This design comes from an exercise in tuning for small area on the open sky130 flow, not from production work. In this exercise RTL edits were held to simulation tests only and were not proved equivalent to the original. Power figures rest on the tool's default switching activity, not on a simulated workload.

[design/flow/constraint.sdc]
create_clock -name core_clock -period 10.0 [get_ports {clk}]
set_input_delay 2.0000 -clock core_clock [delete_from_list [all_inputs] [get_ports {clk}]]
set_output_delay 2.0000 -clock core_clock [all_outputs]
set_load 0.01 [all_outputs]
[design/flow/design.v]
module pinode_rx #(
    parameter MAX_SLOTS = 256
) (
    input  wire        clk,
    input  wire        rst,
    input  wire        start,
    input  wire        start_thumb,
    input  wire        stream_fail,
    output wire        busy,
    output wire        done,
    output reg  [1:0]  result,
    output reg  [1:0]  err,
    input  wire        rx_valid,
    input  wire [7:0]  rx_data,
    input  wire        rx_timeout,
    output wire        rx_ready,
    output wire        tx_valid,
    output wire [7:0]  tx_data,
    input  wire        tx_ready,
    output reg         pl_valid,
    output reg  [7:0]  pl_data,
    output reg         ev_valid,
    output reg  [3:0]  ev_status,
    output reg  [13:0] ev_index
);
    localparam ST_IDLE    = 3'd0;
    localparam ST_REQ     = 3'd1;
    localparam ST_AWAIT   = 3'd2;
    localparam ST_COLLECT = 3'd3;
    localparam ST_RETRY   = 3'd4;
    localparam ST_CLOSING = 3'd5;
    localparam ST_DONE    = 3'd6;
    localparam ST_ACK     = 3'd7;    
    localparam RS_STORED     = 4'd1;
    localparam RS_INFO_OK    = 4'd2;
    localparam RS_TIMEOUT    = 4'd3;
    localparam RS_MALFORMED  = 4'd4;
    localparam RS_TOO_SHORT  = 4'd5;
    localparam RS_BAD_INDEX  = 4'd6;
    localparam RS_BAD_CKSUM  = 4'd7;
    localparam RS_WRONG_KIND = 4'd8;
    localparam RS_OUT_RANGE  = 4'd9;
    localparam RES_NONE = 2'd0, RES_SUCCESS = 2'd1, RES_FAILURE = 2'd2;
    localparam ERR_NONE = 2'd0, ERR_NO_INFO = 2'd1, ERR_INCOMPLETE = 2'd2, ERR_STREAM = 2'd3;
    function [7:0] crc8_byte(input [7:0] crc_in, input [7:0] b);
        integer k;
        reg [7:0] c;
        begin
            c = crc_in ^ b;
            for (k = 0; k < 8; k = k + 1)
                c = c[7] ? ((c << 1) ^ 8'h07) : (c << 1);
            crc8_byte = c;
        end
    endfunction
    reg [2:0]  st;
    reg        thumb;
    reg [8:0]  exp_count;
    reg [8:0]  rd_count;
    reg [8:0]  retry_idx;
    reg        retry_wait;
    reg [8:0]  set_count;
    reg [MAX_SLOTS-1:0] slot_set;
    reg [47:0] tx_buf;       
    reg [2:0]  tx_len;
    reg [2:0]  tx_pos;
    reg        tx_active;
    assign tx_valid = tx_active;
    assign tx_data  = tx_buf[tx_pos*8 +: 8];
    reg        f_empty;
    reg [7:0]  grp_left;
    reg        pend_zero;
    reg [2:0]  rec_cnt;      
    reg [7:0]  hold;
    reg [7:0]  kind;
    reg [7:0]  dig0, dig1, dig2, dig3;
    reg [7:0]  crc;
    assign busy = (st != ST_IDLE) && (st != ST_DONE);
    assign done = (st == ST_DONE);
    wire read_pending = !tx_active &&
                        ((st == ST_AWAIT) ||
                         (st == ST_COLLECT && rd_count < exp_count) ||
                         (st == ST_RETRY && retry_wait));
    assign rx_ready = read_pending;
    wire take_fail    = busy && stream_fail;
    wire take_timeout = read_pending && rx_timeout && !stream_fail;
    wire take_byte    = read_pending && rx_valid && !rx_timeout && !stream_fail;
    wire take_delim   = take_byte && (rx_data == 8'h00);
    wire take_data    = take_byte && (rx_data != 8'h00);
    wire is_code     = f_empty || (grp_left == 8'd0);
    wire dec_valid   = take_data && (!is_code || (!f_empty && pend_zero));
    wire [7:0] dec_byte = is_code ? 8'h00 : rx_data;
    wire        digits_ok = (dig0 <= 8'd9) && (dig1 <= 8'd9) && (dig2 <= 8'd9) && (dig3 <= 8'd9);
    wire [13:0] seq_index = dig0[3:0] * 14'd1000 + dig1[3:0] * 14'd100 + dig2[3:0] * 14'd10 + dig3[3:0];
    wire        malformed = f_empty || (grp_left != 8'd0);
    wire        too_short = (rec_cnt < 3'd6);
    wire        cksum_ok  = (crc == hold);
    reg  [3:0]  f_status;
    always @(*) begin
        if (malformed)
            f_status = RS_MALFORMED;
        else if (too_short)
            f_status = RS_TOO_SHORT;
        else if (!digits_ok)
            f_status = RS_BAD_INDEX;
        else if (!cksum_ok)
            f_status = RS_BAD_CKSUM;
        else if (st == ST_AWAIT) begin
            if (kind != 8'h00)
                f_status = RS_WRONG_KIND;
            else if (seq_index > MAX_SLOTS)
                f_status = RS_OUT_RANGE;
            else
                f_status = RS_INFO_OK;
        end else begin
            if (kind != 8'h01 && kind != 8'h02)
                f_status = RS_WRONG_KIND;
            else if (seq_index >= exp_count)
                f_status = RS_OUT_RANGE;
            else
                f_status = RS_STORED;
        end
    end
    wire [3:0] rd_status = take_timeout ? RS_TIMEOUT : f_status;
    wire       rd_end    = take_timeout || take_delim;
    wire [3:0] r_hund = retry_idx / 100;
    wire [3:0] r_tens = (retry_idx / 10) % 10;
    wire [3:0] r_unit = retry_idx % 10;
    always @(posedge clk) begin
        pl_valid <= 1'b0;
        ev_valid <= 1'b0;
        if (rst) begin
            st         <= ST_IDLE;
            thumb      <= 1'b0;
            exp_count  <= 9'd0;
            rd_count   <= 9'd0;
            retry_idx  <= 9'd0;
            retry_wait <= 1'b0;
            set_count  <= 9'd0;
            slot_set   <= {MAX_SLOTS{1'b0}};
            result     <= RES_NONE;
            err        <= ERR_NONE;
            tx_active  <= 1'b0;
            tx_len     <= 3'd0;
            tx_pos     <= 3'd0;
            tx_buf     <= 48'd0;
            f_empty    <= 1'b1;
            grp_left   <= 8'd0;
            pend_zero  <= 1'b0;
            rec_cnt    <= 3'd0;
            crc        <= 8'd0;
            hold       <= 8'd0;
            kind       <= 8'd0;
            dig0       <= 8'd0;
            dig1       <= 8'd0;
            dig2       <= 8'd0;
            dig3       <= 8'd0;
            pl_data    <= 8'd0;
            ev_status  <= 4'd0;
            ev_index   <= 14'd0;
        end else begin
            if (tx_active && tx_ready) begin
                if (tx_pos == tx_len - 3'd1) begin
                    tx_active <= 1'b0;
                    tx_pos    <= 3'd0;
                end else begin
                    tx_pos <= tx_pos + 3'd1;
                end
            end
            if (take_data) begin
                f_empty <= 1'b0;
                if (is_code) begin
                    grp_left  <= rx_data - 8'd1;
                    pend_zero <= (rx_data != 8'hFF);
                end else begin
                    grp_left <= grp_left - 8'd1;
                end
            end
            if (dec_valid) begin
                if (rec_cnt != 3'd0)
                    crc <= crc8_byte(crc, hold);
                if (rec_cnt == 3'd6) begin
                    pl_valid <= 1'b1;
                    pl_data  <= hold;
                end
                hold <= dec_byte;
                case (rec_cnt)
                    3'd0: kind <= dec_byte;
                    3'd1: dig0 <= dec_byte;
                    3'd2: dig1 <= dec_byte;
                    3'd3: dig2 <= dec_byte;
                    3'd4: dig3 <= dec_byte;
                    default: ;
                endcase
                if (rec_cnt != 3'd6)
                    rec_cnt <= rec_cnt + 3'd1;
            end
            if (rd_end || take_fail) begin
                f_empty   <= 1'b1;
                grp_left  <= 8'd0;
                pend_zero <= 1'b0;
                rec_cnt   <= 3'd0;
                crc       <= 8'd0;
            end
            if (rd_end && !take_fail) begin
                ev_valid  <= 1'b1;
                ev_status <= rd_status;
                ev_index  <= seq_index;
            end
            if (take_fail) begin
                st         <= ST_DONE;
                result     <= RES_FAILURE;
                err        <= ERR_STREAM;
                tx_active  <= 1'b0;
                tx_pos     <= 3'd0;
                exp_count  <= 9'd0;
                rd_count   <= 9'd0;
                retry_idx  <= 9'd0;
                retry_wait <= 1'b0;
                set_count  <= 9'd0;
                slot_set   <= {MAX_SLOTS{1'b0}};
            end else begin
                case (st)
                    ST_IDLE, ST_DONE: begin
                        if (start) begin
                            thumb  <= start_thumb;
                            result <= RES_NONE;
                            err    <= ERR_NONE;
                            st     <= ST_REQ;
                        end
                    end
                    ST_REQ: begin
                        tx_buf    <= {32'd0, 8'h0A, thumb ? 8'h56 : 8'h53};
                        tx_len    <= 3'd2;
                        tx_pos    <= 3'd0;
                        tx_active <= 1'b1;
                        st        <= ST_AWAIT;
                    end
                    ST_AWAIT: begin
                        if (rd_end) begin
                            if (rd_status == RS_INFO_OK) begin
                                exp_count <= seq_index[8:0];
                                rd_count  <= 9'd0;
                                set_count <= 9'd0;
                                slot_set  <= {MAX_SLOTS{1'b0}};
                                st        <= ST_COLLECT;
                            end else begin
                                result <= RES_FAILURE;
                                err    <= ERR_NO_INFO;
                                st     <= ST_DONE;
                            end
                        end
                    end
                    ST_COLLECT: begin
                        if (rd_count == exp_count) begin
                            retry_idx  <= 9'd0;
                            retry_wait <= 1'b0;
                            st         <= ST_RETRY;
                        end else if (rd_end) begin
                            rd_count <= rd_count + 9'd1;
                            if (rd_status == RS_STORED) begin
                                if (!slot_set[seq_index[7:0]])
                                    set_count <= set_count + 9'd1;
                                slot_set[seq_index[7:0]] <= 1'b1;
                            end
                        end
                    end
                    ST_RETRY: begin
                        if (retry_wait) begin
                            if (rd_end) begin
                                retry_wait <= 1'b0;
                                retry_idx  <= retry_idx + 9'd1;
                                if (rd_status == RS_STORED) begin
                                    if (!slot_set[seq_index[7:0]])
                                        set_count <= set_count + 9'd1;
                                    slot_set[seq_index[7:0]] <= 1'b1;
                                end
                            end
                        end else if (retry_idx == exp_count) begin
                            st <= ST_CLOSING;
                        end else if (slot_set[retry_idx[7:0]]) begin
                            retry_idx <= retry_idx + 9'd1;
                        end else begin
                            if (retry_idx >= 9'd100) begin
                                tx_buf <= {8'd0, 8'h0A, 4'h3, r_unit, 4'h3, r_tens, 4'h3, r_hund, 8'h52};
                                tx_len <= 3'd5;
                            end else if (retry_idx >= 9'd10) begin
                                tx_buf <= {16'd0, 8'h0A, 4'h3, r_unit, 4'h3, r_tens, 8'h52};
                                tx_len <= 3'd4;
                            end else begin
                                tx_buf <= {24'd0, 8'h0A, 4'h3, r_unit, 8'h52};
                                tx_len <= 3'd3;
                            end
                            tx_pos     <= 3'd0;
                            tx_active  <= 1'b1;
                            retry_wait <= 1'b1;
                        end
                    end
                    ST_CLOSING: begin
                        if (set_count == exp_count) begin
                            tx_buf    <= {32'd0, 8'h0A, 8'h45};
                            tx_len    <= 3'd2;
                            tx_pos    <= 3'd0;
                            tx_active <= 1'b1;
                            st        <= ST_ACK;
                        end else begin
                            result <= RES_FAILURE;
                            err    <= ERR_INCOMPLETE;
                            st     <= ST_DONE;
                        end
                    end
                    ST_ACK: begin
                        if (!tx_active) begin
                            result <= RES_SUCCESS;
                            err    <= ERR_NONE;
                            st     <= ST_DONE;
                        end
                    end
                    default: st <= ST_IDLE;
                endcase
            end
        end
    end
endmodule
[design/flow/run.sh]
#!/bin/bash
# synth_recipe.tcl (not shown) runs the flow's synth.tcl, then flattens the netlist and writes it again
# the make line also repeats each setting of config.mk as NAME=value (left out here)
make -C /OpenROAD-flow-scripts/flow DESIGN_CONFIG=/design/flow/config.mk WORK_HOME=/design/flow/orfs CLKGATE_MAP_FILE= SYNTH_SCRIPT=/design/flow/synth_recipe.tcl finish
[design/flow/config.mk]
export PLATFORM = sky130hd
export DESIGN_NAME = pinode_rx
export DESIGN_NICKNAME = pinode_rx
export VERILOG_FILES = /design/flow/design.v
export SDC_FILE = /design/flow/constraint.sdc
export NUM_CORES = 4
export LEC_CHECK = 0
export CAP_MARGIN = 20
export CORE_MARGIN = 2
export CORE_UTILIZATION = 40
export SLEW_MARGIN = 20
==> run notes <==
power groups by stage:
stage	Clock [µW]	Sequential [µW]	Combinational, µW
after floorplan	0	1770	381
after global placement	0	1790	526
after detailed placement	0	1790	533
after CTS	1770	1760	533
after global routing	1840	1760	590
final	1740	1760	538
sequential cells by signal (all words and copies together), names as in the netlist, 8 cells and up:
signal / cells
tx_buf: 19
crc: 8
slot_set: 256
rd_count: 9
pl_data: 8
hold: 8
exp_count: 9
retry_idx: 9
dig0: 8
ev_index: 14
kind: 8
dig3: 8
dig2: 8
grp_left: 8
dig1: 8
set_count: 9
worst reg2reg max path, delay by kind of cell (launching register included):
family	cells	cell delay [ns]
buf+inv	3	0.56
fa+ha+maj	6	2.49
xor+xnor	1	0.18
flops	1	0.42
simple gates	4	1.71
compound gates	7	2.54
cell type report:
cell class	count	share of cell area, %
clock buffer	64	4.92
clock inverter	17	0.679
inverter	93	1.28
multi-input combinational	2054	55.4
sequential	424	31.2
tap	782	3.59
timing repair buffer	87	3.01
logic make-up after synthesis:
logic type | synth area share [%]
DFF | 34.5
AOI/OAI and AO/OA | 16.4
other | 0.0152
xor gates and xnor gates | 3.37
and+or+nand+nor | 17.2
adders and majority gates | 6.61
muxes | 17.5
buffers and inverters | 4.50
layer usage:
metal  routed length (µm)  vias to the layer above  GRT usage (%)
met1                30900                    10299           30.2
li1                     -                     9827              -
met3                 5400                      142           3.45
met4                 1900                        0           7.17
met2                33900                      807           37.3
met5                    0                        -              0
through the flow:
step | setup WS [ns] | hold slack (ns) | util (%) | instances
after floorplan | 3.78 | 0.421 | - | 2754
after global placement | 2.39 | 0.441 | 42.5 | 3439
after detailed placement | 2.17 | 0.443 | 42.5 | 3439
after CTS | 2.13 | 0.451 | 45.0 | 3520
after global routing | 1.59 | 0.472 | 45.0 | 3521
final | 2.05 | 0.450 | 45.0 | 3521
how the worst max path moves through the flow:
stage | startpoint | to | slack [ns] | cells past startpoint
final | dig0[2]$_SDFFE_PP0P_ | slot_set[224]$_SDFFE_PP0P_ | 2.05 | 21
after global routing | dig0[2]$_SDFFE_PP0P_ | slot_set[224]$_SDFFE_PP0P_ | 1.59 | 22
after CTS | dig0[2]$_SDFFE_PP0P_ | slot_set[224]$_SDFFE_PP0P_ | 2.13 | 21
after floorplan | dig0[2]$_SDFFE_PP0P_ | slot_set[224]$_SDFFE_PP0P_ | 3.78 | 23
after global placement | dig0[2]$_SDFFE_PP0P_ | slot_set[224]$_SDFFE_PP0P_ | 2.39 | 21
after detailed placement | dig0[2]$_SDFFE_PP0P_ | slot_set[224]$_SDFFE_PP0P_ | 2.17 | 21
cell usage in the layout, fill, tap and decap left out, types with 12 or more instances in the layout:
cell and instances:
nor2_1 474, dfxtp_1 419, a21oi_1 359, nand2_1 207, mux4_2 168, ha_1 101
inv_1 92, o21ai_0 63, clkdlybuf4s50_1 57, xnor2_1 53, clkbuf_16 49, mux2i_1 47
nor3_1 46, a31oi_1 45, nand3_1 41, xor2_1 40, and2_1 28, buf_4 28
o21a_1 27, nand4_1 27, nand2b_1 26, a211oi_1 21, a21o_1 17, nor2b_1 17
or3_1 17, fa_1 17, nor4_1 16, o22ai_1 15, and3_1 12
==> run notes <==
Synth top cells by count: 475 x nor2_1, 424 x dfxtp_1, 359 x a21oi_1
Iter 0 DRT Violations: 2001
Pwr Density: 148 nW/µm²
router iterations before antenna repair: 5
hold path endpoint: tx_buf[0]$_SDFFE_PP0P_
clock root buffer: clkbuf_16
total CTS buffers: 47
post-route ant nets: 0
area of the mapped netlist: 24600 µm²
R2R Path Start: dig0[2]$_SDFFE_PP0P_
cts repair resizes: 0
Crit Path Max Fanout: 24
Top delay family on crit path: compound AO/OA/AOI/OAI gates
RSZ-0062 raised after global routing: false
footprint of the multi-input gates: 15100 µm²
Seq/Total Area, Yosys: 34.5%
# port buffers: 58
Avg Cell Area, Syn: 8.94 µm²
Setup TNS: 0 ns
Startpoint Class: register
WL/cell: 20.5 µm
Die X-Extent: 252 µm
Core Area: 60600 µm²
number of enable flip-flop cells after synthesis: 0
CP Capture Type: register
Switching Share: 28.4%
share of cells above drive strength 1: 11.5%
post-CTS setup buffer count: 0
Comb pwr share: 13.3%
hold_buf cts: 0
area leader, netlist: dfxtp_1
CTS tree: yes
Initial Util: 40.6%
worst hold path type: reg -> reg
Yosys warning total: 1
VDD IR max: 0.000118 V
vias per cell: 5.99
Synth Instances: 2754
final setup fails: 0
Placement Cell Area: 25700 µm²
first-pass GRT wire length: 115000 µm
Clock Latency Late Sink: 0.59 ns
CTS Buffer Depth: 3
Routed WL: 72100 µm
Leak Pwr: 0.00964 µW
Top FF cell, synth: dfxtp_1
Synth async-reset ratio: 0%
pin count of the biggest net entering global routing: 134
Clock Skew: 0.0223 ns
grt ovf: 0
period utilization: 79.5%
Worst Hold Depth: 2
nets@finish: 2842
max_slew headroom: 30.0%
hold path start: tx_buf[0]$_SDFFE_PP0P_
cell with the most instances after synthesis: nor2_1
initial antenna violation count: 0
Post-Syn Nets: 2889
Chip Height: 252 µm
row cnt: 90
total I/O pin count: 60
Netlist cell types: 86
CP most frequent cell: ha_1
Pins Over Slew Limit: 0
Storage cell area: 8500 µm²
CP arrival: 8.47 ns
die outline area: 63600 µm²
routed vias: 21075
largest cells by area after synthesis: dfxtp_1 34%, mux4_2 15%, a21oi_1 7.3%, nor2_1 7.2%, ha_1 5.2%
DRC Markers: 0
Period minus WS final: 7.95 ns
clock share of power: 43.1%
internal power: 2890 µW
Synth top area share: 34.5%
H-Tree Level Count: 2
worst slew pin tran: 1.05 ns
register bit total from synthesis: 424
antenna cells: 0
Flop pwr share: 43.6%
cells on worst reg2reg path: 21
Worst R2R Setup Slack: 2.05 ns
Slowest-stage cell, CP: a31oi_2
GPL Wtd Cong: 0.924
CP Class: reg -> reg
Max stage delay on crit path: 0.87 ns
vias in the first global route: 20692
dpl hpwl: 49300 µm
CP Buf/Inv Count: 3
Psw: 1140 µW
Total Power: 4030 µW
Clock transition at path regs: 0.07 ns
WP data required: 10.52 ns
Reg2Reg Capture Point: slot_set[224]$_SDFFE_PP0P_
fmax: 126 MHz
Total GRT Usage: 22.5%
final hold vios: 0
run status: finished clean
fill cell count: 5766
worst path cell trace: fa_1, inv_1, fa_1, inv_1, ha_1, a21oi_1, o21ai_0, xor2_1, ha_1, ha_1, ha_1, o21ai_0, and3b_1, a2111o_1, or4_1, a2111o_1, a31oi_2, and2_1, buf_4, a21oi_1, nor2_1
clock sink count: 424
maxcap violations: 0
layout overhead on the synthesized area: 10.8%
cell area after layout: 27300 µm²

-- what the ideal ports hide --
Ports are ideal in the flow. The routed layout listed here was re-timed in OpenROAD.
Step 1, drivers: a clkbuf_16 drives clk and a buf_2 each remaining input, both assumed.
Step 2, shift: input delay + t, output delay - t, t = (earliest + latest rising clock arrival at the registers) / 2. This alone moves slack from input paths to output paths.
Slacks: ideal / step 1 / step 2; pairs: ideal / step 1.
t (ns): 0.641
setup WS [ns]: 2.051 / 2.051 / 2.051
worst hold slack (ns): 0.450 / 0.450 / 0.450
pins driven straight from the clock port: 1
After both steps this run still meets setup and hold. The setup slack of this run moves by 0.000 ns with the drivers and by 0.000 ns with both steps.
